Source: an optimization exercise on an open RTL-to-GDS flow (aim: small area, a short achievable clock period and few clock cycles per item). Production flows keep margins and buffers that such runs may drop. At most, simulation tests tie the RTL to the original design; equivalence was not proved. The RTL of runs 4 and 5 was laid out without a check of its function. Power is estimated from default activity; no workload was simulated.

--- design.v ---
module modbus_engine #(
    parameter N_COIL    = 64,
    parameter N_DI      = 32,
    parameter N_HR      = 32,
    parameter N_IR      = 16,
    parameter BASE_COIL = 16'h0010,
    parameter BASE_DI   = 16'h0200,
    parameter BASE_HR   = 16'h0100,
    parameter BASE_IR   = 16'h0300,
    parameter EXC_ADDR  = 8'h02
) (
    input  wire               clk,
    input  wire               rst,
    input  wire               rx_valid,
    input  wire [7:0]         rx_data,
    output wire               rx_ready,
    output wire               tx_valid,
    output wire [7:0]         tx_data,
    output wire               tx_last,
    input  wire               tx_ready,
    input  wire [N_DI-1:0]    di_in,
    input  wire [16*N_IR-1:0] ir_in
);
    integer i, b;
    reg         rdy_q;       
    reg         fld_q;       
    reg  [4:0]  pos;         
    reg  [15:0] rem;         
    reg         rem1;        
    reg         rhz;         
    reg         z5;          
    reg         decided;     
    reg         dec_q;       
    reg         short_q;     
    reg         pend;        
    reg  [1:0]  rc_q;        
    reg         p_hr, p_coil, p_reg;  
    reg         rc_ok;       
    reg         ex_q;        
    reg         ex2_q;       
    reg         rst_q;       
    reg         hdr_ok;      
    reg         tstarted;    
    reg  [7:0]  f0, f1, f2, f3, f6, f7, f8, f9, f10, f11, f12, f13, f14, f15, f16;
    reg  [6:0]  wleft;       
    reg  [5:0]  wptr;        
    reg         w0f;         
    reg         we_q;        
    reg         cwe_q;       
    reg  [15:0] wd_q;
    reg  [5:0]  wa_q;
    reg  [7:0]  cm_q;        
    reg  [63:0]  coil;
    reg  [511:0] hr;
    reg         tx_act;
    reg         tx_desc;     
    reg  [6:0]  o;           
    reg  [1:0]  tx_exc;
    reg         tx_bits, tx_regs, tx_echo, tx_pin, tx_17, tx_rwok;
    reg         rwq_ok;      
    reg  [6:0]  tx_lo;       
    reg         o_lt5;       
    reg         o_ge9;       
    reg  [4:0]  tp;          
    reg  [4:0]  ra;          
    reg         rmw_q;       
    reg  [3:0]  tg;          
    reg  [2:0]  tsh;         
    reg  [6:0]  tbl;         
    reg         bpre;        
    reg  [15:0] rw_q;        
    reg  [7:0]  lo_q;        
    reg  [7:0]  bb_q;        
    reg         v0, v1, l0, l1;
    reg  [7:0]  d0, d1;
    wire [7:0]  fc  = f7;
    wire [15:0] A   = {f8, f9};
    wire [15:0] Q   = {f10, f11};
    wire [15:0] WA  = {f12, f13};
    wire [15:0] WQ  = {f14, f15};
    wire fc01 = fc == 8'h01, fc02 = fc == 8'h02, fc03 = fc == 8'h03, fc04 = fc == 8'h04;
    wire fc05 = fc == 8'h05, fc06 = fc == 8'h06, fc0f = fc == 8'h0F, fc10 = fc == 8'h10;
    wire fc16 = fc == 8'h16, fc17 = fc == 8'h17;
    wire known = fc01 | fc02 | fc03 | fc04 | fc05 | fc06 | fc0f | fc10 | fc16 | fc17;
    wire [6:0] ca = A[6:0] - 7'h10;                       
    reg       ac_q, ad_q, ah_q, ai_q, wah_q, wqr_q, wq0_q, wqb_q;
    wire [6:0] lc_q  = 7'd64 - {1'b0, ca[5:0]};
    wire [5:0] l32_q = 6'd32 - {1'b0, A[4:0]};
    wire [4:0] li_q  = 5'd16 - {1'b0, A[3:0]};
    wire [5:0] lw_q  = 6'd32 - {1'b0, WA[4:0]};
    reg       k01, k02, k03, k04, k05, k06, k0f, k10, k16, k17;
    reg [4:0] dpm1;          
    always @(posedge clk) begin
        ac_q  <= (A[15:7] == 9'd0) && (A[6:0] >= 7'h10) && (A[6:0] <= 7'h4F);
        ad_q  <= A[15:5] == 11'h010;
        ah_q  <= A[15:5] == 11'h008;
        ai_q  <= A[15:4] == 12'h030;
        wah_q <= WA[15:5] == 11'h008;
        wqr_q <= (WQ[15:6] == 10'd0) && (WQ[5:0] <= lw_q);
        wq0_q <= WQ == 16'd0;
        wqb_q <= WQ > 16'd121;
        k01 <= fc01; k02 <= fc02; k03 <= fc03; k04 <= fc04; k05 <= fc05;
        k06 <= fc06; k0f <= fc0f; k10 <= fc10; k16 <= fc16; k17 <= fc17;
        dpm1 <= dpos - 5'd1;
    end
    reg  q0_r, qa_r, qb_r, qc_r, qd_r, qff_r, rgc_r, rg32_r, rgi_r;
    wire [15:0] Qn = {f10, rx_data};
    always @(posedge clk)
        if (fire && pos == 5'd11) begin
            q0_r   <= Qn == 16'd0;
            qa_r   <= Qn > 16'd2000;
            qb_r   <= Qn > 16'd125;
            qc_r   <= Qn > 16'd1984;
            qd_r   <= Qn > 16'd123;
            qff_r  <= Qn == 16'hFF00;
            rgc_r  <= (Qn[15:7] == 9'd0)  && (Qn[6:0] <= lc_q);
            rg32_r <= (Qn[15:6] == 10'd0) && (Qn[5:0] <= l32_q);
            rgi_r  <= (Qn[15:5] == 11'd0) && (Qn[4:0] <= li_q);
        end
    wire q0       = q0_r;
    wire [5:0] wr_end = {1'b0, WA[4:0]} + WQ[5:0];        
    wire rem_lt12 = (rem[15:8] == 8'd0) && (rem[7:0] < f12);
    wire rem_lt16 = (rem[15:8] == 8'd0) && (rem[7:0] < f16);
    wire rng_coil = ac_q && rgc_r;
    wire rng_di   = ad_q && rg32_r;
    wire rng_hr   = ah_q && rg32_r;
    wire rng_ir   = ai_q && rgi_r;
    wire rng_hrw  = wah_q && wqr_q;
    wire e3 = short_q ||
        ((k01 | k02) && (q0 || qa_r)) ||
        ((k03 | k04) && (q0 || qb_r)) ||
        (k05 && !q0 && !qff_r) ||
        (k0f && (q0 || qc_r || {f12, 3'b000} < Q[10:0] || rem_lt12)) ||
        (k10 && (q0 || qd_r || f12 != {Q[6:0], 1'b0} || rem_lt12)) ||
        (k17 && (q0 || qb_r || wq0_q || wqb_q || f16 != {WQ[6:0], 1'b0} || rem_lt16));
    wire e2 =
        (k01 && !rng_coil) || (k02 && !rng_di) || (k03 && !rng_hr) || (k04 && !rng_ir) ||
        (k05 && !ac_q) || ((k06 | k16) && !ah_q) || (k0f && !rng_coil) || (k10 && !rng_hr) ||
        (k17 && !(rng_hrw && rng_hr));
    wire [1:0] rc_c = !known ? 2'd1 : e3 ? 2'd3 : e2 ? 2'd2 : 2'd0;
    wire       ok_c = rc_c == 2'd0;
    reg [4:0] dpos;
    always @(*) begin
        case (fc)
            8'h01, 8'h02, 8'h03, 8'h04, 8'h05, 8'h06: dpos = 5'd11;
            8'h0F, 8'h10: dpos = 5'd12;
            8'h16:        dpos = 5'd13;
            8'h17:        dpos = 5'd16;
            default:      dpos = 5'd8;
        endcase
    end
    wire datafc = k0f || k10 || k17;      
    wire [15:0] hr_rd  = hr[16*ra +: 16];
    wire t_last   = tx_desc && o == tx_lo;
    wire gen_ok   = tx_act && (o_lt5 || tx_desc) && !(tx_17 && o_ge9 && o[0] && !tx_rwok && !rwq_ok);
    wire gen_adv  = gen_ok && !v1;
    wire tx_free  = !tx_act || (gen_adv && t_last);
    wire tx_early = !pend && hdr_ok && !tstarted;
    wire tx_start = tx_free && (pend || tx_early);
    wire tx_load  = pend && (tx_free || !tx_desc);
    wire any_load = tx_load;
    wire tx_hr_rd   = tx_act && tx_desc && tx_regs && !tx_pin;
    wire tx_coil_rd = tx_act && tx_desc && tx_bits && !tx_pin;
    wire tx_reg_rd  = tx_act && tx_desc && tx_regs;
    wire        fire    = rx_valid && rdy_q;
    wire        last_r  = (pos >= 5'd6) && rem1;                     
    wire        last5   = (pos == 5'd5) && rhz && (rx_data == 8'd0);     
    wire        last    = last5 || last_r;
    wire        trig    = !decided && ((pos == 5'd7 && last_r) || (pos >= 5'd8 && (last_r || pos == dpos)));
    wire [7:0]  cmask   = (wleft >= 7'd8) ? 8'hFF : ((8'd1 << wleft[2:0]) - 8'd1);
    wire        wdat    = wleft != 7'd0;
    wire [6:0]  wl_dec  = short_q ? 7'd0 : k0f ? Q[6:0] : k10 ? f12[6:0] : k17 ? f16[6:0] : 7'd0;
    wire [6:0]  wl_dm1  = short_q ? 7'd0 : k10 ? f12[6:0] - 7'd1 : f16[6:0] - 7'd1;
    wire        hi_dec  = dec_q && (k10 || k17) && !short_q;
    wire [6:0]  wl_dn   = !wdat ? 7'd0 : w0f ? ((wleft > 7'd8) ? wleft - 7'd8 : 7'd0) : wleft - 7'd1;
    wire [6:0]  wl0     = dec_q ? wl_dec : wleft;
    wire [6:0]  wl1     = dec_q ? (hi_dec ? wl_dm1 : wl_dec) : last_r ? 7'd0 : wl_dn;
    wire [5:0]  wp_dec  = k0f ? ca[5:0] : k10 ? {1'b0, f9[4:0]} : {1'b0, f13[4:0]};
    wire [5:0]  wp0     = dec_q ? wp_dec : wptr;
    wire [5:0]  wp1     = dec_q ? wp_dec : (wdat && w0f) ? wptr + 6'd8 :
                          (wdat && wleft[0]) ? wptr + 6'd1 : wptr;
    wire [4:0] pos1     = last_r ? 5'd0 : (pos == 5'd17) ? pos : pos + 5'd1;
    wire       p1le13   = last_r || pos <= 5'd12;                      
    wire       p1ge9    = !last_r && pos >= 5'd8;                      
    wire       p1dp     = !last_r && pos == dpm1;                      
    wire       dec1     = trig;
    wire       decd1    = last_r ? 1'b0 : (trig | decided);
    wire       pend_n   = dec_q | (pend & !tx_load);
    wire       tact_n   = tx_start | (tx_act & !(gen_adv && t_last));
    wire [6:0] pz0      = {2'b00, pos};
    wire       o_le_p   = o <= pz0;
    wire       o_eq_p1  = o == pz0 + 7'd1;
    wire       ole0     = tx_start || (gen_adv ? (o < pz0) : o_le_p);
    wire       ole1     = tx_start || (last_r ? (!gen_adv && o == 7'd0) :
                                       gen_adv ? o_le_p : (o_le_p || o_eq_p1));
    wire       tst_s    = tx_early | decided;                        
    wire       tst0     = tx_start ? tst_s : tstarted;
    wire       tst1     = tx_start ? (tst_s & !last_r) : (tstarted & !last_r);
    wire       hr_n     = tx_hr_rd   | (tx_load & p_hr);
    wire       coil_n   = tx_coil_rd | (tx_load & p_coil);
    wire       reg_n    = tx_reg_rd  | (tx_load & p_reg);
    wire       wnz0     = dec_q ? datafc : (wleft != 7'd0);
    wire       wnz1     = dec_q ? datafc : !last_r && (w0f ? (wleft > 7'd8) : (wleft > 7'd1));
    wire       hz_dec   = (k05 & coil_n) | (k06 & hr_n) | (k16 & (hr_n | reg_n));
    wire       w0f_n    = dec_q ? k0f : w0f;
    wire       hz_dat   = pend_n & (w0f_n ? coil_n : hr_n);           
    wire       desc_n   = any_load | (tx_desc & !tx_start);
    wire       own_n    = tact_n & !desc_n;
    wire       bf0 = (pos  <= 5'd13) && ((pend_n && !own_n) || (tact_n && !tst0 && ole0));
    wire       bf1 = p1le13 && (((pend_n || dec1)  && !own_n) || (tact_n && !tst1 && ole1));
    wire       dbub1 = dec1  && p1ge9 && k0f;                           
    wire       hb0 = (!decided && pos  >= 5'd9 && pos  == dpos && hz_dec) || (wnz0 && hz_dat);
    wire       hb1 = (!decd1   && p1ge9 && p1dp && hz_dec) || (wnz1 && hz_dat);
    wire       rdy0 = !bf0 && !hb0;
    wire       rdy1 = !bf1 && !dbub1 && !hb1;
    always @(posedge clk) begin
        if (fld_q) begin
            if (pos == 5'd0 || z5) f0 <= rx_data;
            if (pos == 5'd1)  f1  <= rx_data;
            if (pos == 5'd2)  f2  <= rx_data;
            if (pos == 5'd3)  f3  <= rx_data;
            if (pos == 5'd6 && !z5) f6 <= rx_data;
            if (pos == 5'd7)  f7  <= rx_data;
            if (pos == 5'd8)  f8  <= rx_data;
            if (pos == 5'd9)  f9  <= rx_data;
            if (pos == 5'd10) f10 <= rx_data;
            if (pos == 5'd11) f11 <= rx_data;
            if (pos == 5'd12) f12 <= rx_data;
            if (pos == 5'd13) f13 <= rx_data;
            if (pos == 5'd14) f14 <= rx_data;
            if (pos == 5'd15) f15 <= rx_data;
            if (pos == 5'd16) f16 <= rx_data;
        end
        if (fire) begin
            if (pos == 5'd4)
                rem[15:8] <= rx_data;
            else if (pos == 5'd5)
                rem[7:0]  <= rx_data;
            else
                rem <= rem - 16'd1;
            if (pos == 5'd4)
                rhz <= rx_data == 8'd0;
            rem1 <= (pos == 5'd5) ? (rhz && rx_data == 8'd1) : (rem == 16'd2);
        end
        if (fire && trig)
            short_q <= last_r && !(pos >= 5'd8 && pos == dpos);
        rst_q <= rst;
        if (dec_q) begin
            rc_q   <= rc_c;
            rc_ok  <= ok_c;
            p_hr   <= fc03 || fc17;
            p_coil <= fc01;
            p_reg  <= fc03 || fc04 || fc17;
            w0f    <= k0f;
        end
        we_q  <= 1'b0;
        cwe_q <= 1'b0;
        if (ex_q) begin
            if (k05) begin
                cwe_q <= rc_ok;
                wa_q  <= ca[5:0];
                wd_q[7:0] <= {8{f10[0]}};
                cm_q  <= 8'h01;
            end
            if (k06) begin
                we_q <= rc_ok;
                wa_q <= {1'b0, f9[4:0]};
                wd_q <= {f10, f11};
            end
        end
        if (ex2_q && k16) begin
            we_q <= rc_ok;
            wa_q <= {1'b0, f9[4:0]};
            wd_q <= (rw_q & Q) | (WA & ~Q);
        end
        if (hi_dec)
            wd_q[15:8] <= rx_data;
        if (wleft != 7'd0 && !dec_q) begin
            wa_q <= wptr;
            cm_q <= cmask;
            if (w0f || wleft[0])
                wd_q[7:0] <= rx_data;
            else
                wd_q[15:8] <= rx_data;
        end
        wptr <= fire ? wp1 : wp0;
        if (fire && wdat) begin
            if (w0f)
                cwe_q <= rc_ok;
            else if (wleft[0])
                we_q  <= rc_ok;
        end
        if (rst) begin
            rdy_q    <= 1'b0;
            fld_q    <= 1'b0;
            pos      <= 5'd0;
            z5       <= 1'b0;
            hdr_ok   <= 1'b0;
            tstarted <= 1'b0;
            decided  <= 1'b0;
            dec_q    <= 1'b0;
            ex_q     <= 1'b0;
            ex2_q    <= 1'b0;
            pend     <= 1'b0;
            wleft    <= 7'd0;
            we_q     <= 1'b0;
            cwe_q    <= 1'b0;
        end else begin
            rdy_q <= fire ? rdy1 : rdy0;
            fld_q <= fire ? !bf1 : !bf0;
            dec_q <= fire && trig;
            ex_q  <= dec_q;
            ex2_q <= ex_q;
            pend  <= pend_n;
            tstarted <= fire ? tst1 : tst0;
            hdr_ok   <= fire ? (pos == 5'd5 ? !(rhz && rx_data[7:1] == 7'd0) : hdr_ok & !last_r) : hdr_ok;
            pos      <= z5 ? {4'd0, fire} : fire ? pos1 : pos;
            z5       <= fire && last5;
            decided  <= fire ? decd1 : decided;
            wleft    <= fire ? wl1 : wl0;
        end
    end
    wire [15:0] hwd  = rst_q ? 16'd0 : wd_q;
    wire [15:0] dwin = {8'd0, wd_q[7:0]} << wa_q[2:0];
    wire [15:0] mwin = {8'd0, cm_q} << wa_q[2:0];
    wire [3:0]  cg   = {1'b0, wa_q[5:3]};
    always @(posedge clk) begin
        for (i = 0; i < 32; i = i + 1)
            if (rst_q || (we_q && wa_q[4:0] == i))
                hr[16*i +: 16] <= hwd;
        if (rst_q) begin
            coil <= 64'd0;
        end else if (cwe_q) begin
            for (i = 0; i < 8; i = i + 1)
                for (b = 0; b < 8; b = b + 1) begin
                    if (cg == i && mwin[b])
                        coil[8*i + b] <= dwin[b];
                    else if (cg + 4'd1 == i && mwin[8 + b])
                        coil[8*i + b] <= dwin[8 + b];
                end
        end
    end
    wire [1:0] s_rc   = rc_q;
    wire       s_exc  = s_rc != 2'd0;
    wire       s_bits = !s_exc && (fc01 || fc02);
    wire       s_regs = !s_exc && (fc03 || fc04 || fc17);
    wire [3:0] s_c8   = ({1'b0, Q[6:0]} + 8'd7) >> 3;
    wire [6:0] s_lo   = s_exc ? 7'd8 : s_bits ? 7'd8 + {3'd0, s_c8} :
                        s_regs ? 7'd8 + {Q[5:0], 1'b0} : fc16 ? 7'd13 : 7'd11;
    wire [6:0] s_bb   = fc01 ? {1'b0, ca[5:0]} : {2'b10, A[4:0]};
    wire         bfetch = !bpre || (gen_adv && tx_bits && o_ge9);
    wire [6:0]   tbl8  = (tbl > 7'd8) ? tbl - 7'd8 : 7'd0;
    wire [127:0] bsp   = {32'd0, di_in, coil};
    wire [15:0]  bwin  = bsp[8*tg +: 16];
    wire [7:0]   bmask = (tbl >= 7'd8) ? 8'hFF : ((8'd1 << tbl[2:0]) - 8'd1);
    wire         rhi   = gen_adv && tx_regs && o_ge9 && o[0];      
    wire         rmw_n = dec_q && fc16 && !short_q;                 
    wire [4:0]   tp_n  = any_load ? (fc04 ? {1'b0, A[3:0]} : A[4:0]) : tp + {4'd0, rhi};
    reg [7:0] tbyte;
    always @(*) begin
        case (o)
            7'd0: tbyte = f0;
            7'd1: tbyte = f1;
            7'd2: tbyte = f2;
            7'd3: tbyte = f3;
            7'd4: tbyte = 8'h00;
            7'd5: tbyte = {1'b0, tx_lo - 7'd5};
            7'd6: tbyte = f6;
            7'd7: tbyte = {f7[7] | (tx_exc != 2'd0), f7[6:0]};
            7'd8: tbyte = (tx_exc != 2'd0) ? {6'd0, tx_exc} : tx_echo ? f8 : {1'b0, tx_lo - 7'd8};
            default:
                if (tx_echo) begin
                    case (o[3:0])
                        4'd9:    tbyte = f9;
                        4'd10:   tbyte = f10;
                        4'd11:   tbyte = f11;
                        4'd12:   tbyte = f12;
                        default: tbyte = f13;
                    endcase
                end else if (tx_bits)
                    tbyte = bb_q;
                else
                    tbyte = o[0] ? rw_q[15:8] : lo_q;
        endcase
    end
    wire pop = v0 && tx_ready;
    always @(posedge clk) begin
        rw_q <= (tx_pin && !rmw_q) ? ir_in[16*ra[3:0] +: 16] : hr_rd;
        tp   <= tp_n;
        ra   <= rmw_n ? f9[4:0] : tp_n;
        rwq_ok <= !((we_q && wa_q[4:0] == ra) ||
                    (wleft != 7'd0 && {1'b0, ra} >= wptr && {1'b0, ra} < wr_end));
        rmw_q <= rmw_n;
        if (rhi)
            lo_q <= rw_q[7:0];
        if (bfetch) begin
            bb_q <= (bwin >> tsh) & bmask;
            tg   <= tg + 4'd1;
            tbl  <= tbl8;
            bpre <= 1'b1;
        end
        if (gen_adv) begin
            o <= o + 7'd1;
            if (o == 7'd4)
                o_lt5 <= 1'b0;
            if (o == 7'd8)
                o_ge9 <= 1'b1;
        end
        if (tx_start) begin
            o     <= 7'd0;
            o_lt5 <= 1'b1;
            o_ge9 <= 1'b0;
        end
        if (tx_start && !pend) begin
            tx_desc <= 1'b0;
            tx_bits <= 1'b0;
            tx_regs <= 1'b0;
            tx_17   <= 1'b0;
        end
        if (any_load) begin
            tx_desc <= 1'b1;
            tx_exc  <= s_rc;
            tx_bits <= s_bits;
            tx_regs <= s_regs;
            tx_echo <= !s_exc && !s_bits && !s_regs;
            tx_pin  <= fc02 || fc04;
            tx_17   <= !s_exc && fc17;
            tx_lo   <= s_lo;
            tg      <= s_bb[6:3];
            tsh     <= s_bb[2:0];
            tbl     <= Q[6:0];
            bpre    <= 1'b0;
        end
        if (any_load)
            tx_rwok <= 1'b0;
        else if (wleft == 7'd0 && !we_q)
            tx_rwok <= 1'b1;
        if (pop) begin
            if (v1) begin
                d0 <= d1;
                l0 <= l1;
            end else begin
                d0 <= tbyte;
                l0 <= t_last;
            end
        end else if (!v0) begin
            d0 <= tbyte;
            l0 <= t_last;
        end
        if (gen_adv && v0 && !pop) begin
            d1 <= tbyte;
            l1 <= t_last;
        end
        if (rst) begin
            tx_act <= 1'b0;
            v0     <= 1'b0;
            v1     <= 1'b0;
        end else begin
            if (tx_start)
                tx_act <= 1'b1;
            else if (gen_adv && t_last)
                tx_act <= 1'b0;
            if (pop)
                v0 <= v1 || gen_adv;
            else if (!v0)
                v0 <= gen_adv;
            if (pop)
                v1 <= 1'b0;
            else if (gen_adv && v0)
                v1 <= 1'b1;
        end
    end
    assign rx_ready = rdy_q;
    assign tx_valid = v0;
    assign tx_data  = d0;
    assign tx_last  = l0;
endmodule
--- flow/run.sh ---
#!/bin/bash
# The standard layout; only the port buffer cell is chosen here (buf_2
# instead of the buffer ORFS picks by default). Every tool's output goes to
# standard.log in this folder.
export BUFFER_PORTS_ARGS="-buffer_cell sky130_fd_sc_hd__buf_2"
bash standard.sh > standard.log 2>&1
--- standard.sh ---
#!/bin/bash
# synth_recipe.tcl (not shown) runs the flow's synth.tcl, then flattens the netlist and writes it again
# the make line also repeats each setting of config.mk as NAME=value (left out here)
make -C /OpenROAD-flow-scripts/flow DESIGN_CONFIG=/design/flow/config.mk WORK_HOME=/design/flow/orfs CLKGATE_MAP_FILE= SYNTH_SCRIPT=/design/flow/synth_recipe.tcl "${@:-finish}"
--- config.mk ---
export PLATFORM = sky130hd
export DESIGN_NAME = modbus_engine
export DESIGN_NICKNAME = modbus_engine
export VERILOG_FILES = /design/flow/design.v
export SDC_FILE = /design/flow/constraint.sdc
export NUM_CORES = 4
export LEC_CHECK = 0
export CAP_MARGIN = 60
export CORE_MARGIN = 2
export CORE_UTILIZATION = 45
export CTS_CLUSTER_DIAMETER = 70
export CTS_CLUSTER_SIZE = 30
export PLACE_DENSITY = 0.6
export SLEW_MARGIN = 60
--- constraint.sdc ---
create_clock -name core_clock -period 12.0 [get_ports {clk}]
set_input_delay 2.4000 -clock core_clock [delete_from_list [all_inputs] [get_ports {clk}]]
set_output_delay 2.4000 -clock core_clock [all_outputs]
set_load 0.01 [all_outputs]
==> impl_metrics.csv, run 1 <==
group,metric,value,unit
clock_tree,cts_buffers,57,
placed_design,dp_hpwl,99200,µm
power,comb_power_share,15.9,%
synth,ys_seq_area_share,57.0,%
synth,async_flop_share,0,%
timing,setup_viol,0,
final_layout,final_nets,4016,
timing,post-route-min-period,3.81,ns
synth,synth-seq-cells,925,
final_layout,final_common_cell,"edfxtp_1",
route,via_per_inst,6.17,
timing,tightest_slew,0.604,ns
route,wl_per_cell,28.0,µm
synth,yosysWarnings,1,
clock_tree,holdBufCountCts,0,
synth,syn_area,0.0456,mm²
grt,grt_pass1_vias,30100,
route,totalWireLength,141000,µm
floorplan,initial_core_util,45.5,%
power,p_seq_share,53.5,%
status,status,"finished clean",
worst_setup_path,cp_slowest_stage_delay,0.58,ns
power,switchingPower,0.00213,W
synth,synth.net_count,3768,
final_layout,largest_register_ff_count,512,
synth,avgSynthCellArea,13.5,µm²
clock_tree,clk_path_buf_depth,3,
min_path,worstHoldPathType,"flip-flop to flip-flop",
power,internal_power,0.00537,W
floorplan,io_pins,311,
grt,grt_pass1_wl,206000,µm
final_layout,top_register,"hr",
synth,synth_cell_types,83,
final_layout,drive_above_1_share,25.6,%
worst_setup_path,critPathMaxFanout,15,
synth,yosysTopAreaCellShare,49.2,%
route,drtIter0Drc,3180,
floorplan,die_w,322,µm
grt,grt_max_degree,66,
final_layout,postLayoutCoreUtil,51.7,%
synth,synth_edf_count,748,
timing,timing.fmax,262,MHz
final_layout,final_cell_mix,"748 x edfxtp_1, 311 x buf_2, 260 x mux4_2",
route,via_count,31100,
flow_run,maxCapViolations,0,
synth,yosys-top-cells-area,"edfxtp_1 49%, mux4_2 13%, dfxtp_1 7.8%",
worst_setup_path,crit_chain,"buf_2 > nand2_1 > buf_4 > clkinv_1 > nor2_1 > nor2_1 > o221a_2 > nor2_1",
clock_tree,clkLatencyLatePin,0.72,ns
route,drc,0,
final_layout,largestRegisters,"hr: 512 flops, coil: 64 flops",
timing,maxSlewViolCount,0,
placed_design,gp_congestion,0.986,
clock_tree,root_buffer,"clkbuf_16",
worst_setup_path,critPathRequiredTime,12.64,ns
grt,gr-total-overflow,0,
grt,grt_antenna_before_repair,16,
worst_setup_path,path_common_cell,"nor2_1",
clock_tree,postCtsSetupBuffers,0,
floorplan,core_area,0.100,mm²
floorplan,rows,116,
power,switching_share,28.5,%
timing,rsz0062_at_grt,"false",
grt,track_usage,27.0,%
synth,synth_top_area_cell,"edfxtp_1",
worst_setup_path,cp.arrival,4.45,ns
worst_setup_path,end_kind,"flip-flop",
final_layout,area.growth.synth_to_final,13.7,%
timing,setup-tns-final,0,ns
synth,synth_flop_cell,"edfxtp_1",
final_layout,n_fill_cell,8526,
clock_tree,cts_resized,0,
floorplan,dieArea,0.104,mm²
timing,hold_viol_final,0,
worst_setup_path,worstSetupPathType,"primary input to flip-flop",
route,ant_nets,0,
timing,fin_crit_sh,31.8,%
power,power_density,145,mW/mm²
placed_design,numPortBuffers,310,
clock_tree,tritoncts,"done",
worst_setup_path,slowest_stage,"clkinv_1",
power,ir_worst_vdd,0.000165,V
timing,fin_skew,0.0360,ns
power,clock_power_share,30.5,%
worst_setup_path,critPathLaunchType,"primary input",
clock_tree,htree_levels,2,
synth,synthCells,3371,
clock_tree,cts.clk_slew.worst_paths,0.08,ns
power,p_leak,18.3,nW
floorplan,die_h,322,µm
timing,relSlewSlack,58.6,%
route,drt_pass1_iterations,6,
clock_tree,cts_sinks,925,
## cell usage after synthesis, types with 8 or more instances
master,n
nand4_1,24
buf_1,20
mux4_2,260
o22ai_1,94
o21ai_0,147
inv_1,96
a31oi_1,27
a21oi_1,170
o21bai_1,20
buf_2,34
nor2_1,152
nor3_1,126
nand2_1,191
a21o_1,36
mux2i_1,144
dfxtp_1,177
and4_1,8
nor4_1,30
or2_2,8
and2_1,20
o21ai_1,24
o2111a_1,56
clkbuf_1,175
ha_1,96
o21a_1,13
a211oi_1,26
a221oi_1,10
nand3_1,52
xnor2_1,64
a22oi_1,16
o211ai_1,12
and3_1,15
edfxtp_1,748
or3_1,14
a222oi_1,13
nor2b_1,38
mux2_2,33
nand2b_1,39
xor2_1,41
## power groups by stage
stage	Combinational, W	Clock (W)	Sequential [W]
4_1_cts	0.00118	0.00233	0.00402
3_3_place_gp	0.00109	0	0.00409
2_1_floorplan	0.000704	0	0.00402
3_5_place_dp	0.00118	0	0.00409
6_report	0.00120	0.00229	0.00402
5_1_grt	0.00128	0.00243	0.00404
## per-layer routing
layer,part of all wire (%),routed length (µm),GRT usage [%]
met1,42,58800,37.2
met2,47,66400,43.3
met3,7.6,10700,5.00
met4,3.4,4760,8.90
met5,0.039,55,0
## critical path, delay by kind of cell
kind,cells,cell delay (ns)
buffers and inverters,3,1.00
AND/OR/NAND/NOR,4,0.76
AO/OA/AOI/OAI,1,0.29
## per-stage QoR
stage                     area [µm²]  hold slack [ns]  total power [W]  std cells  worst slack [ns]
after floorplan                45600            0.408          0.00472       3371              7.89
after global placement         48500            0.425          0.00518       4860              7.56
after detailed placement       49700            0.430          0.00527       4915              7.57
after CTS                      51800            0.452          0.00752       5022              8.12
after global routing           51900            0.485          0.00775       5025              8.12
final                          51900            0.450          0.00750       5030              8.19
## final timing paths
kind / start / end / slack [ns] / cells past startpoint
worst max-delay path: rx_valid / wleft[2]$_SDFFE_PP0P_ / 8.19 / 8
worst min-delay path: rc_q[1]$_DFFE_PP_ / tx_exc[1]$_DFFE_PP_ / 0.45 / 0
worst max register to register: o[0]$_SDFFE_PN0N_ / d0[6]$_DFFE_PP_ / 8.28 / 9
worst min register to register: rc_q[1]$_DFFE_PP_ / tx_exc[1]$_DFFE_PP_ / 0.45 / 0
## cell families after synthesis
group / share of synthesized area (%)
AOI/OAI and AO/OA: 10.4
and+or+nand+nor: 8.10
buffers and inverters: 2.88
muxes: 16.9
adders and majority gates: 2.68
DFF: 57.0
xor gates and xnor gates: 2.06
## cell type report
type	instances	area (µm²)	share of cell area, %
clock inverters	44	624	1.20
clock buffers	63	1480	2.85
multi-input cells	2113	18800	36.2
well taps	1357	1700	3.27
inverters	98	368	0.709
diodes	6	15.0	0.0289
repair buffers	424	2850	5.50
flip-flops and latches	925	26000	50.2
Testbench counts, summed over its fixed seeds: cycles 64,209, items 3,200.
==> run 2: changes to the inputs <==
--- a/config.mk
+++ b/config.mk
@@ -5,10 +5,10 @@
 export SDC_FILE = /design/flow/constraint.sdc
 export NUM_CORES = 4
 export LEC_CHECK = 0
-export CAP_MARGIN = 60
+export CAP_MARGIN = 70
 export CORE_MARGIN = 2
-export CORE_UTILIZATION = 45
+export CORE_UTILIZATION = 50
 export CTS_CLUSTER_DIAMETER = 70
 export CTS_CLUSTER_SIZE = 30
 export PLACE_DENSITY = 0.6
-export SLEW_MARGIN = 60
+export SLEW_MARGIN = 70
==> impl_metrics.csv, run 2 <==
group,metric,value,unit
status,status,"finished clean",
route,drc,0,
min_path,whs_path_depth,1,
timing,tightest_slew,0.445,ns
synth,synth_top_family_by_area,"multiplexers",
route,wl_per_cell,30.3,µm
synth,synth_cell_types,83,
min_path,hp-start,"o_lt5$_SDFFE_PN1P_",
clock_tree,cts.clk_slew.worst_paths,0.11,ns
timing,fin_crit_sh,31.4,%
final_layout,largest_register_ff_count,512,
route,via_per_inst,6.50,
worst_setup_path,worstSetupPathType,"primary input to flip-flop",
synth,yosys-top-cells-area,"edfxtp_1 49%, mux4_2 13%, dfxtp_1 7.8%",
grt,gr-total-overflow,0,
timing,fin_skew,0.0435,ns
final_layout,final_cell_mix,"748 x edfxtp_1, 337 x buf_2, 260 x mux4_2",
placed_design,dp_hpwl,109000,µm
final_layout,postLayoutCoreUtil,57.9,%
synth,synthXorXnorAreaFrac,2.06,%
clock_tree,cts_resized,0,
clock_tree,tritoncts,"done",
synth,synthMuxAreaShare,16.9,%
timing,setup-tns-final,0,ns
power,ir_worst_vdd,0.000121,V
worst_setup_path,reg2reg_to,"d0[6]$_DFFE_PP_",
timing,maxSlewViolCount,0,
floorplan,dieArea,0.0937,mm²
synth,syn_area,0.0456,mm²
worst_setup_path,cp.arrival,4.27,ns
synth,synthCells,3371,
grt,grt_antenna_before_repair,13,
floorplan,rows,110,
worst_setup_path,rr_worst_depth,9,
worst_setup_path,cp_slowest_stage_delay,0.30,ns
synth,synthAdderAreaFrac,2.68,%
clock_tree,clk_path_buf_depth,3,
power,power_density,141,mW/mm²
final_layout,final_common_cell,"edfxtp_1",
route,drt_pass1_iterations,7,
synth,yosys.area_share.simple,8.10,%
floorplan,die_h,306,µm
clock_tree,cts_buffers,52,
synth,synth_common_cells,"748 x edfxtp_1, 260 x mux4_2, 191 x nand2_1",
final_layout,n_fill_cell,7151,
clock_tree,root_buffer,"clkbuf_16",
synth,async_flop_share,0,%
final_layout,top_register,"hr",
placed_design,numPortBuffers,310,
final_layout,final_nets,4061,
floorplan,die_w,306,µm
min_path,holdPathEnd,"o_lt5$_SDFFE_PN1P_",
worst_setup_path,critical_path_buf_inv_count,1,
synth,synth-seq-cells,925,
worst_setup_path,path_common_cell,"a21o_1",
timing,setup_viol,0,
synth,avgSynthCellArea,13.5,µm²
synth,synth_edf_count,748,
worst_setup_path,critPathRequiredTime,12.50,ns
route,via_count,31700,
final_layout,multi_input_area,0.0193,mm²
flow_run,maxCapViolations,0,
worst_setup_path,crit_chain,"buf_4 > ha_1 > nor2b_1 > o21a_1 > o21ai_0 > nand2b_1 > a21o_1 > a21o_1 > a21o_1 > a21oi_1",
grt,track_usage,31.4,%
placed_design,post-place-ws,7.62,ns
floorplan,initial_core_util,50.5,%
worst_setup_path,critPathLaunchType,"primary input",
clock_tree,postCtsSetupBuffers,0,
grt,grt_pass1_wl,216000,µm
final_layout,largestRegisters,"hr: 512 flops, coil: 64 flops",
synth,synth.net_count,3768,
route,totalWireLength,148000,µm
power,p_leak,18.4,nW
synth,yosysTopAreaCellShare,49.2,%
final_layout,seq_area,0.0260,mm²
timing,hold_viol_final,0,
final_layout,area.growth.synth_to_final,14.5,%
synth,synth_flop_cell,"edfxtp_1",
route,drtIter0Drc,3834,
timing,setup_ws,8.24,ns
route,ant_nets,0,
clock_tree,holdBufCountCts,0,
synth,ys_seq_area_share,57.0,%
grt,grt_pass1_vias,31200,
synth,synth_top_area_cell,"edfxtp_1",
worst_setup_path,critical_path.top_delay_family,"compound AO/OA/AOI/OAI gates",
clock_tree,clkLatencyLatePin,0.67,ns
floorplan,core_area,0.0903,mm²
floorplan,io_pins,311,
final_layout,drive_above_1_share,28.6,%
placed_design,gp_congestion,0.990,
timing,rsz0062_at_grt,"false",
worst_setup_path,end_kind,"flip-flop",
timing,post-route-min-period,3.76,ns
min_path,worstHoldPathType,"flip-flop to flip-flop",
worst_setup_path,r2r_start,"o[0]$_SDFFE_PN0N_",
synth,synth_most_common_cell,"edfxtp_1",
clock_tree,htree_levels,2,
synth,yosysWarnings,1,
clock_tree,cts_sinks,925,
grt,grt_max_degree,50,
worst_setup_path,critPathMaxFanout,24,
worst_setup_path,rrSetupSlack,8.41,ns
timing,timing.fmax,266,MHz
worst_setup_path,slowest_stage,"buf_4",
synth,synth_compound_area_share,10.4,%
timing,relSlewSlack,69.5,%
run 2: logic make-up (layout without fill, tap and decap cells):
kind of cell,Yosys count,in the layout
and+or+nand+nor,750,750
adders and majority gates,97,97
other,0,4
buffers and inverters,333,663
xor gates and xnor gates,106,106
AOI/OAI and AO/OA,719,719
DFF,925,925
muxes,441,441
run 2: worst max path at each step:
stage	to	cells past startpoint	slack (ns)	start
global placement	rgc_r$_DFFE_PP_	10	7.41	rx_data[1]
global route	rgc_r$_DFFE_PP_	10	8.19	rx_data[1]
floorplan	q0_r$_DFFE_PP_	3	7.89	rx_valid
finish	rgc_r$_DFFE_PP_	10	8.24	rx_data[1]
detailed placement	rgc_r$_DFFE_PP_	10	7.62	rx_data[1]
CTS	tx_valid	1	8.30	v0$_SDFF_PP0_
run 2: cell type report:
type,count,area share [%]
flip-flops and latches,925,49.9
multi-input cells,2113,37.0
repair buffers,474,6.14
well taps,1176,2.82
clock buffers,54,2.51
clock inverters,37,0.999
inverters,98,0.704
diodes,4,0.0192
run 2: power breakdown:
part / switching [W] / internal [W]
registers: 0.000148 / 0.00388
clock network: 0.00119 / 0.000879
logic: 0.000764 / 0.000490
total: 0.00211 / 0.00524
run 2: metal layers:
layer / vias up / global-route usage, % / part of all wire [%]
li1: 13900 / - / -
met1: 16200 / 43.5 / 41
met2: 1400 / 52.1 / 49
met3: 230 / 3.67 / 6.7
met4: 2 / 10.2 / 3.6
met5: - / 0 / 0.0074
run 2: worst register-to-register path, cell delays in order, from the launching register on:
cell	delay [ns]
dfxtp_1	0.30
buf_4	0.23
inv_1	0.23
ha_2	0.44
and2_1	0.43
o21ai_2	0.21
a22oi_1	0.33
a211oi_1	0.17
or4_1	0.71
mux2_2	0.32
run 2: metrics by stage:
step | instances | area [µm²] | power (W) | hold slack (ns)
after floorplan | 3371 | 45600 | 0.00472 | 0.408
after global placement | 4673 | 48200 | 0.00516 | 0.422
after detailed placement | 4782 | 50200 | 0.00532 | 0.428
after CTS | 4873 | 52000 | 0.00736 | 0.457
after global routing | 4879 | 52200 | 0.00760 | 0.478
final | 4881 | 52200 | 0.00735 | 0.460
==> run 3: changes to the inputs <==
==> config.mk (replaced) <==
export PLATFORM = sky130hd
export DESIGN_NAME = modbus_engine
export DESIGN_NICKNAME = modbus_engine
export VERILOG_FILES = /design/flow/design.v
export SDC_FILE = /design/flow/constraint.sdc
export NUM_CORES = 4
export LEC_CHECK = 0
export CAP_MARGIN = 60
export CORE_MARGIN = 2
export CORE_UTILIZATION = 50
export CTS_CLUSTER_DIAMETER = 60
export CTS_CLUSTER_SIZE = 28
export PLACE_DENSITY = 0.6
export SLEW_MARGIN = 60
==> impl_metrics.csv, run 3 <==
group,metric,value,unit
status,status,"finished clean",
worst_setup_path,crit_chain,"buf_2 > inv_1 > ha_1 > nor2b_1 > o21a_1 > o21ai_0 > nand2b_1 > a21o_1 > a21oi_1 > a31oi_1 > nor3_1",
worst_setup_path,slowest_stage,"buf_2",
route,totalWireLength,149000,µm
synth,synth_top_area_cell,"edfxtp_1",
synth,async_flop_share,0,%
synth,synth_edf_count,748,
route,via_per_inst,6.49,
placed_design,gp_congestion,0.990,
clock_tree,cts.clk_slew.worst_paths,0.06,ns
power,switching_share,28.4,%
worst_setup_path,cp_slowest_stage_delay,0.40,ns
timing,hold_slack,0.436,ns
synth,yosys-top-cells-area,"edfxtp_1 49%, mux4_2 13%, dfxtp_1 7.8%",
route,drtIter0Drc,4063,
floorplan,die_w,306,µm
final_layout,largest_register_ff_count,512,
power,power_density,155,mW/mm²
worst_setup_path,critPathLaunchType,"primary input",
power,ir_worst_vdd,0.000165,V
route,wl_per_cell,30.5,µm
timing,post-route-min-period,3.74,ns
floorplan,dieArea,0.0937,mm²
final_layout,final_nets,4026,
timing,hold_viol_final,0,
worst_setup_path,critPathMaxFanout,20,
clock_tree,root_buffer,"clkbuf_16",
power,p_leak,18.6,nW
synth,synthCells,3371,
placed_design,dp_hpwl,106000,µm
clock_tree,holdBufCountCts,0,
placed_design,place_area,0.0492,mm²
worst_setup_path,worstSetupPathType,"primary input to flip-flop",
route,via_count,31700,
flow_run,maxCapViolations,0,
final_layout,fin_area,0.0524,mm²
timing,setup_viol,0,
timing,tightest_slew,0.623,ns
final_layout,postLayoutCoreUtil,58.0,%
timing,maxSlewViolCount,0,
worst_setup_path,end_kind,"flip-flop",
power,finalPower,0.00814,W
route,drc,0,
final_layout,n_fill_cell,7110,
clock_tree,htree_levels,3,
route,drt_pass1_iterations,9,
timing,setup-tns-final,0,ns
synth,synth.net_count,3768,
grt,grt_max_degree,68,
clock_tree,cts_sinks,925,
synth,synth-seq-cells,925,
grt,grt_antenna_before_repair,10,
synth,syn_area,0.0456,mm²
power,switchingPower,0.00231,W
clock_tree,cts_buffers,80,
synth,yosysWarnings,1,
clock_tree,clk_path_buf_depth,3,
floorplan,die_h,306,µm
synth,yosysTopAreaCellShare,49.2,%
worst_setup_path,rr_worst_depth,9,
synth,synth_most_common_cell,"edfxtp_1",
floorplan,core_area,0.0903,mm²
final_layout,area.growth.synth_to_final,14.8,%
synth,synth_cell_types,83,
grt,grt_pass1_wl,217000,µm
timing,rsz0062_at_grt,"false",
synth,synth_common_cells,"748 x edfxtp_1, 260 x mux4_2, 191 x nand2_1",
route,ant_nets,0,
clock_tree,postCtsSetupBuffers,0,
final_layout,final_common_cell,"edfxtp_1",
floorplan,initial_core_util,50.5,%
worst_setup_path,critPathRequiredTime,12.40,ns
timing,fin_crit_sh,31.1,%
final_layout,drive_above_1_share,26.6,%
floorplan,rows,110,
power,comb_power_share,14.7,%
power,internal_power,0.00583,W
worst_setup_path,cp.arrival,4.13,ns
clock_tree,cts_resized,0,
grt,grt_pass1_vias,31200,
clock_tree,clkLatencyLatePin,0.69,ns
synth,synth_flop_cell,"edfxtp_1",
floorplan,io_pins,311,
final_layout,top_register,"hr",
final_layout,largestRegisters,"hr: 512 flops, coil: 64 flops",
grt,track_usage,31.7,%
timing,timing.fmax,268,MHz
power,p_seq_share,49.5,%
placed_design,numPortBuffers,310,
clock_tree,tritoncts,"done",
power,clock_power_share,35.8,%
min_path,worstHoldPathType,"flip-flop to flip-flop",
min_path,whs_path_depth,0,
grt,gr-total-overflow,0,
timing,fin_skew,0.0508,ns
timing,relSlewSlack,57.3,%
final_layout,final_cell_mix,"748 x edfxtp_1, 309 x buf_2, 260 x mux4_2",
synth,ys_seq_area_share,57.0,%
synth,avgSynthCellArea,13.5,µm²
## run 3: through the flow
stage | std cells | setup WS (ns)
5_1_grt | 4873 | 8.11
6_report | 4877 | 8.26
2_1_floorplan | 3371 | 7.89
3_5_place_dp | 4717 | 7.45
4_1_cts | 4866 | 8.13
3_3_place_gp | 4673 | 7.41
## run 3: logic make-up after synthesis
kind of cell	synth area share (%)
flops	57.0
simple gates	8.10
compound gates	10.4
mux	16.9
buf+inv	2.88
xor+xnor	2.06
fa+ha+maj	2.68
## run 3: per-layer routing
layer  wire length, µm  vias to the layer above  part of all wire (%)  global-route usage [%]
li1                  -                    13800                     -                       -
met1             61100                    16200                    41                    43.6
met2             72200                     1346                    48                    52.2
met3             10300                      228                   6.9                    4.26
met4              5250                        0                   3.5                    10.8
met5                 0                        -                     0                       0
## run 3: power groups by stage
| stage | clock network, W | registers, W | logic (W) |
|---|---|---|---|
| global route | 0.00307 | 0.00406 | 0.00127 |
| floorplan | 0 | 0.00402 | 0.000704 |
| finish | 0.00292 | 0.00403 | 0.00120 |
| detailed placement | 0 | 0.00410 | 0.00117 |
| global placement | 0 | 0.00409 | 0.00107 |
| CTS | 0.00295 | 0.00403 | 0.00118 |
## run 3: worst max-delay path, delay by kind of cell
| family | cells | cell delay, ns |
|---|---|---|
| AOI/OAI and AO/OA | 5 | 0.54 |
| buffers and inverters | 2 | 0.64 |
| adders and majority gates | 1 | 0.25 |
| and+or+nand+nor | 3 | 0.30 |
## run 3: area by class of cell
cell class              instances  area [µm²]  share of cell area [%]
repair buffers                411        2660                    5.07
clock inverters                62         922                    1.76
clock buffers                  87        2100                    4.01
multi-input cells            2113       18800                    36.0
inverters                      98         368                   0.702
flip-flops and latches        925       26000                    49.7
well taps                    1176        1470                    2.81
diodes                          5        12.5                  0.0239
## run 3: worst paths after layout
check | from | endpoint | slack [ns]
setup reg to reg | o[0]$_SDFFE_PN0N_ | d0[6]$_DFFE_PP_ | 8.38
setup / recovery | rx_data[0] | rg32_r$_DFFE_PP_ | 8.26
hold reg to reg | rw_q[7]$_DFF_P_ | lo_q[7]$_DFFE_PN_ | 0.44
hold / removal | rw_q[7]$_DFF_P_ | lo_q[7]$_DFFE_PN_ | 0.44
==> run 4: changes to the inputs <==
--- a/design.v
+++ b/design.v
@@ -72,6 +72,7 @@
     reg  [7:0]  lo_q;        
     reg  [7:0]  bb_q;        
     reg         v0, v1, l0, l1;
+    reg         e0;          
     reg  [7:0]  d0, d1;
     wire [7:0]  fc  = f7;
     wire [15:0] A   = {f8, f9};
@@ -383,7 +384,7 @@
                     tbyte = o[0] ? rw_q[15:8] : lo_q;
         endcase
     end
-    wire pop = v0 && tx_ready;
+    wire pop = !e0 && tx_ready;
     always @(posedge clk) begin
         rw_q <= (tx_pin && !rmw_q) ? ir_in[16*ra[3:0] +: 16] : hr_rd;
         tp   <= tp_n;
@@ -443,30 +444,34 @@
                 d0 <= tbyte;
                 l0 <= t_last;
             end
-        end else if (!v0) begin
+        end else if (e0) begin
             d0 <= tbyte;
             l0 <= t_last;
         end
-        if (gen_adv && v0 && !pop) begin
+        if (gen_adv && !e0 && !pop) begin
             d1 <= tbyte;
             l1 <= t_last;
         end
         if (rst) begin
             tx_act <= 1'b0;
             v0     <= 1'b0;
+            e0     <= 1'b1;
             v1     <= 1'b0;
         end else begin
             if (tx_start)
                 tx_act <= 1'b1;
             else if (gen_adv && t_last)
                 tx_act <= 1'b0;
-            if (pop)
+            if (pop) begin
                 v0 <= v1 || gen_adv;
-            else if (!v0)
+                e0 <= !(v1 || gen_adv);
+            end else if (e0) begin
                 v0 <= gen_adv;
+                e0 <= !gen_adv;
+            end
             if (pop)
                 v1 <= 1'b0;
-            else if (gen_adv && v0)
+            else if (gen_adv && !e0)
                 v1 <= 1'b1;
         end
     end
--- a/config.mk
+++ b/config.mk
@@ -8,7 +8,7 @@
 export CAP_MARGIN = 60
 export CORE_MARGIN = 2
 export CORE_UTILIZATION = 50
-export CTS_CLUSTER_DIAMETER = 60
-export CTS_CLUSTER_SIZE = 28
+export CTS_CLUSTER_DIAMETER = 70
+export CTS_CLUSTER_SIZE = 30
 export PLACE_DENSITY = 0.6
 export SLEW_MARGIN = 60
==> impl_metrics.csv, run 4 <==
group,metric,value,unit
status,status,"finished clean",
route,via_per_inst,6.52,
timing,maxSlewViolCount,0,
route,wl_per_cell,30.0,µm
timing,rsz0062_at_grt,"false",
final_layout,final_common_cell,"edfxtp_1",
timing,fin_crit_sh,31.8,%
timing,tightest_slew,0.703,ns
power,switching_share,28.7,%
worst_setup_path,crit_chain,"buf_2",
timing,post-route-min-period,3.82,ns
placed_design,gp_congestion,0.974,
timing,fin_skew,0.0419,ns
grt,grt_pass1_vias,31200,
synth,synthMuxAreaShare,16.6,%
synth,synth.net_count,3807,
clock_tree,root_buffer,"clkbuf_16",
route,totalWireLength,146000,µm
synth,synth_top_family_by_area,"multiplexers",
floorplan,die_h,307,µm
worst_setup_path,worstSetupPathType,"flip-flop to output pin",
grt,gr-total-overflow,0,
worst_setup_path,rr_worst_depth,11,
synth,ys_seq_area_share,56.8,%
clock_tree,clk_path_buf_depth,3,
synth,synth-seq-cells,926,
synth,async_flop_share,0,%
synth,synthCells,3410,
clock_tree,cts.clk_slew.worst_paths,0.10,ns
route,drtIter0Drc,3853,
synth,synth_top_area_cell,"edfxtp_1",
grt,grt_antenna_before_repair,8,
min_path,worstHoldPathType,"flip-flop to flip-flop",
timing,relSlewSlack,51.8,%
timing,setup-tns-final,0,ns
grt,grt_max_degree,68,
synth,synthAdderAreaFrac,2.66,%
grt,track_usage,30.9,%
worst_setup_path,critPathMaxFanout,2,
power,p_seq_share,54.0,%
flow_run,maxCapViolations,0,
worst_setup_path,slowest_stage,"dfxtp_1",
power,finalPower,0.00753,W
clock_tree,htree_levels,2,
route,ant_nets,0,
synth,synthXorXnorAreaFrac,2.06,%
clock_tree,postCtsSetupBuffers,0,
power,switchingPower,0.00216,W
floorplan,die_w,307,µm
synth,synth_cell_types,83,
power,power_density,146,mW/mm²
route,drc,0,
synth,synth_flop_cell,"edfxtp_1",
clock_tree,cts_resized,0,
power,comb_power_share,17.1,%
power,p_leak,18.2,nW
synth,avgSynthCellArea,13.4,µm²
final_layout,final_cell_mix,"748 x edfxtp_1, 308 x buf_2, 260 x mux4_2",
worst_setup_path,critPathRequiredTime,9.60,ns
final_layout,largest_register_ff_count,512,
placed_design,placed_cells,4766,
worst_setup_path,worstSetupPathDepth,1,
placed_design,numPortBuffers,310,
synth,synth_edf_count,748,
worst_setup_path,critical_path_buf_inv_count,1,
final_layout,fin_cells,4873,
synth,synth_most_common_cell,"edfxtp_1",
final_layout,top_register,"hr",
route,drt_pass1_iterations,8,
worst_setup_path,cp.arrival,1.42,ns
synth,synth_common_cells,"748 x edfxtp_1, 260 x mux4_2, 203 x nand2_1",
clock_tree,tritoncts,"done",
grt,grt_pass1_wl,213000,µm
worst_setup_path,critical_path.top_delay_family,"flip-flops",
final_layout,largestRegisters,"hr: 512 flops, coil: 64 flops",
timing,setup_viol,0,
placed_design,dp_hpwl,104000,µm
worst_setup_path,cp_slowest_stage_delay,0.54,ns
floorplan,rows,111,
clock_tree,cts_buffers,52,
synth,yosysWarnings,1,
power,clock_power_share,28.9,%
power,ir_worst_vdd,0.000178,V
floorplan,core_area,0.0912,mm²
final_layout,drive_above_1_share,25.3,%
synth,yosys-top-cells-area,"edfxtp_1 49%, mux4_2 13%, dfxtp_1 7.8%",
floorplan,initial_core_util,50.2,%
power,internal_power,0.00537,W
floorplan,dieArea,0.0941,mm²
synth,synth_compound_area_share,10.6,%
worst_setup_path,critPathLaunchType,"flip-flop",
clock_tree,cts_sinks,926,
min_path,whs_path_depth,2,
timing,hold_viol_final,0,
timing,timing.fmax,262,MHz
floorplan,io_pins,311,
synth,yosys.area_share.simple,8.35,%
worst_setup_path,end_kind,"output pin",
route,via_count,31800,
final_layout,final_nets,4037,
clock_tree,holdBufCountCts,0,
synth,syn_area,0.0458,mm²
final_layout,area.growth.synth_to_final,12.5,%
synth,yosysTopAreaCellShare,49.0,%
clock_tree,clkLatencyLatePin,0.68,ns
[run 4: path summary, 6_finish.rpt]
| check | from | endpoint | slack, ns |
|---|---|---|---|
| setup / recovery | rdy_q$_SDFF_PP0_ | rx_ready | 8.18 |
| hold / removal | o_lt5$_SDFFE_PN1P_ | o_lt5$_SDFFE_PN1P_ | 0.47 |
| setup reg to reg | o[0]$_SDFFE_PN0N_ | d0[3]$_DFFE_PP_ | 8.27 |
| hold reg to reg | o_lt5$_SDFFE_PN1P_ | o_lt5$_SDFFE_PN1P_ | 0.47 |
[run 4: layout make-up]
cell class                 count  area (µm²)
antenna                        5        12.5
clock buffer                  56        1330
clock inverter                40         633
multi-input combinational   2152       19000
inverter                      98         368
sequential                   926       26100
tap                         1186        1480
fill                        7380       39700
timing repair buffer         410        2720
[run 4: cells by family after synthesis]
kind of cell	Yosys count
xor gates and xnor gates	108
muxes	430
adders and majority gates	97
AOI/OAI and AO/OA	734
and+or+nand+nor	783
DFF	926
buffers and inverters	332
[run 4: power groups by stage]
stage / Clock (W) / Combinational (W) / Sequential, W
floorplan: 0 / 0.000772 / 0.00405
global placement: 0 / 0.00115 / 0.00413
detailed placement: 0 / 0.00126 / 0.00414
CTS: 0.00221 / 0.00127 / 0.00407
global route: 0.00232 / 0.00138 / 0.00409
finish: 0.00218 / 0.00129 / 0.00407
[run 4: metrics by stage]
stage          hold slack [ns]  area (µm²)  setup slack [ns]  utilization, %
2_1_floorplan            0.408       45800              8.09               -
3_3_place_gp             0.456       48400              7.40            53.0
3_5_place_dp             0.456       49400              7.33            54.1
4_1_cts                  0.471       51300              8.05            56.3
5_1_grt                  0.506       51600              8.07            56.5
6_report                 0.469       51600              8.18            56.5
[run 4: layer usage]
| layer | up-vias | routed length, µm | track usage (%) |
|---|---|---|---|
| li1 | 13900 | - | - |
| met1 | 16300 | 59600 | 41.9 |
| met2 | 1333 | 70900 | 51.2 |
| met3 | 247 | 9660 | 4.33 |
| met4 | 6 | 5840 | 11.0 |
| met5 | - | 54 | 0 |
[run 4: worst reg2reg max path: stages (launching register included)]
cell and delay (ns):
dfxtp_1 0.32, buf_4 0.30, inv_1 0.23, ha_1 0.45
nor3_1 0.49, nor2_1 0.12, o21ai_2 0.39, a22oi_1 0.30
nand2_1 0.13, o21ai_0 0.14, o2111ai_1 0.48, mux2_2 0.25
==> run 5: changes to the inputs <==
--- a/design.v
+++ b/design.v
@@ -22,6 +22,20 @@
     input  wire [16*N_IR-1:0] ir_in
 );
     integer i, b;
+    function le16;
+        input [15:0] x, y;
+        integer k;
+        reg lt, eq;
+        begin
+            lt = 1'b0;
+            eq = 1'b1;
+            for (k = 15; k >= 0; k = k - 1) begin
+                lt = lt | (eq & ~x[k] & y[k]);
+                eq = eq & ~(x[k] ^ y[k]);
+            end
+            le16 = lt | eq;
+        end
+    endfunction
     reg         rdy_q;       
     reg         fld_q;       
     reg  [4:0]  pos;         
@@ -97,7 +111,7 @@
         ah_q  <= A[15:5] == 11'h008;
         ai_q  <= A[15:4] == 12'h030;
         wah_q <= WA[15:5] == 11'h008;
-        wqr_q <= (WQ[15:6] == 10'd0) && (WQ[5:0] <= lw_q);
+        wqr_q <= (WQ[15:6] == 10'd0) && le16({10'd0, WQ[5:0]}, {10'd0, lw_q});
         wq0_q <= WQ == 16'd0;
         wqb_q <= WQ > 16'd121;
         k01 <= fc01; k02 <= fc02; k03 <= fc03; k04 <= fc04; k05 <= fc05;
@@ -109,19 +123,19 @@
     always @(posedge clk)
         if (fire && pos == 5'd11) begin
             q0_r   <= Qn == 16'd0;
-            qa_r   <= Qn > 16'd2000;
-            qb_r   <= Qn > 16'd125;
-            qc_r   <= Qn > 16'd1984;
-            qd_r   <= Qn > 16'd123;
+            qa_r   <= !le16(Qn, 16'd2000);
+            qb_r   <= !le16(Qn, 16'd125);
+            qc_r   <= !le16(Qn, 16'd1984);
+            qd_r   <= !le16(Qn, 16'd123);
             qff_r  <= Qn == 16'hFF00;
-            rgc_r  <= (Qn[15:7] == 9'd0)  && (Qn[6:0] <= lc_q);
-            rg32_r <= (Qn[15:6] == 10'd0) && (Qn[5:0] <= l32_q);
-            rgi_r  <= (Qn[15:5] == 11'd0) && (Qn[4:0] <= li_q);
+            rgc_r  <= (Qn[15:7] == 9'd0)  && le16({9'd0, Qn[6:0]}, {9'd0, lc_q});
+            rg32_r <= (Qn[15:6] == 10'd0) && le16({10'd0, Qn[5:0]}, {10'd0, l32_q});
+            rgi_r  <= (Qn[15:5] == 11'd0) && le16({11'd0, Qn[4:0]}, {11'd0, li_q});
         end
     wire q0       = q0_r;
     wire [5:0] wr_end = {1'b0, WA[4:0]} + WQ[5:0];        
-    wire rem_lt12 = (rem[15:8] == 8'd0) && (rem[7:0] < f12);
-    wire rem_lt16 = (rem[15:8] == 8'd0) && (rem[7:0] < f16);
+    wire rem_lt12 = (rem[15:8] == 8'd0) && !le16({8'd0, f12}, {8'd0, rem[7:0]});
+    wire rem_lt16 = (rem[15:8] == 8'd0) && !le16({8'd0, f16}, {8'd0, rem[7:0]});
     wire rng_coil = ac_q && rgc_r;
     wire rng_di   = ad_q && rg32_r;
     wire rng_hr   = ah_q && rg32_r;
@@ -189,9 +203,9 @@
     wire       pend_n   = dec_q | (pend & !tx_load);
     wire       tact_n   = tx_start | (tx_act & !(gen_adv && t_last));
     wire [6:0] pz0      = {2'b00, pos};
-    wire       o_le_p   = o <= pz0;
+    wire       o_le_p   = le16({9'd0, o}, {9'd0, pz0});
     wire       o_eq_p1  = o == pz0 + 7'd1;
-    wire       ole0     = tx_start || (gen_adv ? (o < pz0) : o_le_p);
+    wire       ole0     = tx_start || (gen_adv ? !le16({9'd0, pz0}, {9'd0, o}) : o_le_p);
     wire       ole1     = tx_start || (last_r ? (!gen_adv && o == 7'd0) :
                                        gen_adv ? o_le_p : (o_le_p || o_eq_p1));
     wire       tst_s    = tx_early | decided;                        
==> impl_metrics.csv, run 5 <==
group,metric,value,unit
synth,syn_area,0.0455,mm²
grt,grt_max_degree,69,
worst_setup_path,cp.arrival,4.30,ns
synth,async_flop_share,0,%
final_layout,largest_register_ff_count,512,
timing,fin_crit_sh,31.9,%
timing,setup_viol,0,
placed_design,gp_congestion,1.05,
clock_tree,htree_levels,2,
timing,hold_slack,0.481,ns
synth,synthAdderAreaFrac,2.02,%
clock_tree,clkLatencyLatePin,0.70,ns
worst_setup_path,end_kind,"flip-flop",
synth,synth_most_common_cell,"edfxtp_1",
floorplan,core_area,0.0901,mm²
power,power_density,133,mW/mm²
floorplan,die_w,306,µm
synth,synth_top_area_cell,"edfxtp_1",
synth,synth_top_family_by_area,"multiplexers",
clock_tree,tritoncts,"done",
worst_setup_path,critPathRequiredTime,12.47,ns
grt,gr-total-overflow,0,
clock_tree,root_buffer,"clkbuf_16",
final_layout,fin_cells,4875,
flow_run,maxCapViolations,0,
floorplan,rows,110,
synth,yosys-top-cells-area,"edfxtp_1 49%, mux4_2 13%, dfxtp_1 7.8%",
floorplan,io_pins,311,
timing,tightest_slew,0.713,ns
grt,track_usage,32.3,%
grt,use_met1,44.4,%
final_layout,drive_above_1_share,26.0,%
placed_design,numPortBuffers,310,
worst_setup_path,reg2reg_to,"d0[5]$_DFFE_PP_",
route,drc,0,
floorplan,die_h,306,µm
clock_tree,cts.clk_slew.worst_paths,0.10,ns
clock_tree,clk_path_buf_depth,3,
floorplan,initial_core_util,50.5,%
grt,met3_usage,5.35,%
worst_setup_path,rrSetupSlack,8.56,ns
clock_tree,cts_sinks,926,
final_layout,final_cell_mix,"748 x edfxtp_1, 318 x buf_2, 260 x mux4_2",
route,ant_nets,0,
status,status,"finished clean",
grt,grt_antenna_before_repair,9,
route,drtIter0Drc,4291,
timing,relSlewSlack,51.1,%
clock_tree,holdBufCountCts,0,
grt,grt_pass1_wl,220000,µm
synth,synth_edf_count,748,
route,via_count,32000,
timing,rsz0062_at_grt,"false",
route,wl_per_cell,31.1,µm
route,drt_pass1_iterations,9,
synth,synth-seq-cells,926,
synth,yosys.area_share.simple,8.39,%
timing,setup-tns-final,0,ns
min_path,whs_path_depth,2,
power,ir_worst_vdd,0.000131,V
synth,synth_flop_cell,"edfxtp_1",
grt,grt.met2_usage,52.1,%
worst_setup_path,rr_worst_depth,9,
synth,yosysTopAreaCellShare,49.3,%
worst_setup_path,setup.worst_path.start,"rx_data[0]",
clock_tree,postCtsSetupBuffers,0,
synth,synth_compound_area_share,10.8,%
synth,synth_cell_types,82,
synth,avgSynthCellArea,13.4,µm²
clock_tree,cts_resized,0,
final_layout,n_fill_cell,7221,
final_layout,seq_area,0.0261,mm²
final_layout,area.growth.synth_to_final,13.2,%
timing,hold_viol_final,0,
power,p_leak,18.1,nW
timing,maxSlewViolCount,0,
placed_design,dp_hpwl,108000,µm
synth,synthMuxAreaShare,16.7,%
synth,synth.net_count,3770,
route,totalWireLength,152000,µm
final_layout,multi_input_area,0.0188,mm²
synth,synth_common_cells,"748 x edfxtp_1, 260 x mux4_2, 224 x nand2_1",
route,via_per_inst,6.56,
timing,timing.fmax,261,MHz
synth,ys_seq_area_share,57.1,%
clock_tree,cts_buffers,54,
grt,grt_pass1_vias,31300,
synth,synthCells,3402,
worst_setup_path,r2r_start,"o[0]$_SDFFE_PN0N_",
min_path,hp-start,"v0$_SDFFE_PP0P_",
synth,synthXorXnorAreaFrac,1.98,%
grt,grt_busiest_layer,"met2",
min_path,worstHoldPathType,"flip-flop to flip-flop",
final_layout,final_nets,4022,
final_layout,top_register,"hr",
floorplan,dieArea,0.0935,mm²
synth,yosysWarnings,1,
timing,fin_skew,0.0442,ns
min_path,holdPathEnd,"v0$_SDFFE_PP0P_",
final_layout,largestRegisters,"hr: 512 flops, coil: 64 flops",
placed_design,placed_cells,4756,
final_layout,final_common_cell,"edfxtp_1",
timing,post-route-min-period,3.83,ns
worst_setup_path,critPathLaunchType,"primary input",
worst_setup_path,worstSetupPathType,"primary input to flip-flop",
worst_setup_path,critPathMaxFanout,25,
run 5: changes by cell type after synthesis, moves of 9 or more:
cell / change
and3_1: -9
clkbuf_1: +16
ha_1: -29
inv_1: +9
nand2_1: +21
nand2b_1: +14
o22ai_1: -12
run 5: kinds of logic after synthesis:
logic type / Yosys count
compound gates: 732
xor+xnor: 103
fa+ha+maj: 74
buf+inv: 345
flops: 926
mux: 430
simple gates: 792
run 5: metal layers:
layer	vias to the layer above	part of all wire (%)
met3	282	7.6
met5	-	0.014
met2	1583	48
li1	13800	-
met4	4	4.2
met1	16300	41
run 5: cell type report:
class	instances	area share, %
diodes	4	0.0194
clock buffers	62	2.72
clock inverters	35	1.19
inverters	103	0.750
multi-input cells	2131	36.4
flip-flops and latches	926	50.5
well taps	1176	2.85
repair buffers	438	5.59
run 5: per-stage QoR:
step / cell area [µm²] / worst slack (ns) / power [W] / utilization, %
finish: 51600 / 8.17 / 0.00684 / 57.2
detailed placement: 49100 / 7.47 / 0.00467 / 54.5
CTS: 51200 / 8.21 / 0.00685 / 56.8
global placement: 48200 / 7.45 / 0.00461 / 53.5
global route: 51600 / 8.12 / 0.00705 / 57.2
floorplan: 45500 / 7.82 / 0.00428 / -
run 5: worst max-delay path by stage:
stage	end	slack, ns	cells after the start
2_1_floorplan	rgc_r$_DFFE_PP_	7.82	9
3_3_place_gp	rgc_r$_DFFE_PP_	7.45	10
3_5_place_dp	rgc_r$_DFFE_PP_	7.47	10
4_1_cts	rgc_r$_DFFE_PP_	8.21	10
5_1_grt	rgc_r$_DFFE_PP_	8.12	10
6_report	rgc_r$_DFFE_PP_	8.17	10
run 5: power breakdown:
group / switching (W) / internal, W
logic: 0.000487 / 0.000332
clock network: 0.00125 / 0.000964
registers: 0.000101 / 0.00370
run 5: critical path, stage by stage:
cell     delay (ns)
buf_2          0.07
buf_4          0.32
nor2b_1        0.20
maj3_1         0.20
a21oi_1        0.07
o31a_1         0.33
a21oi_1        0.22
a21oi_1        0.10
o21a_1         0.20
o21a_1         0.17

==> port drivers added, routing unchanged <==
In the flow no input, the clock included, has a driving cell. The finished layouts below were timed again as built, in two steps. Step 1, drivers: a clkbuf_16 drives clk and a buf_2 each remaining input, both assumed. Step 2 times the ports against the registers' clock, not the clock port: input delays grow and output delays shrink by t, the midpoint of the rising clock arrivals with the driver on. Slacks: ideal ports / drivers / drivers and shift; pairs: ideal ports / drivers.
run	t, ns	setup WS [ns]	worst register clock-pin slew, ns	worst data-port slew with drivers (ns)
run 1	0.774	8.186 / 8.235 / 7.461	0.11 / 0.11	0.18
run 2	0.719	8.235 / 8.277 / 7.561	0.12 / 0.12	0.20
run 3	0.735	8.264 / 8.304 / 7.571	0.10 / 0.10	0.18
run 4	0.730	8.184 / 8.116 / 7.513	0.11 / 0.11	0.15
run 5	0.751	8.168 / 8.210 / 7.459	0.11 / 0.11	0.17
After both steps every run listed still meets setup and hold. For run 1, which loses most, drivers alone change the setup slack by +0.049 ns; drivers and shift together by -0.725 ns.
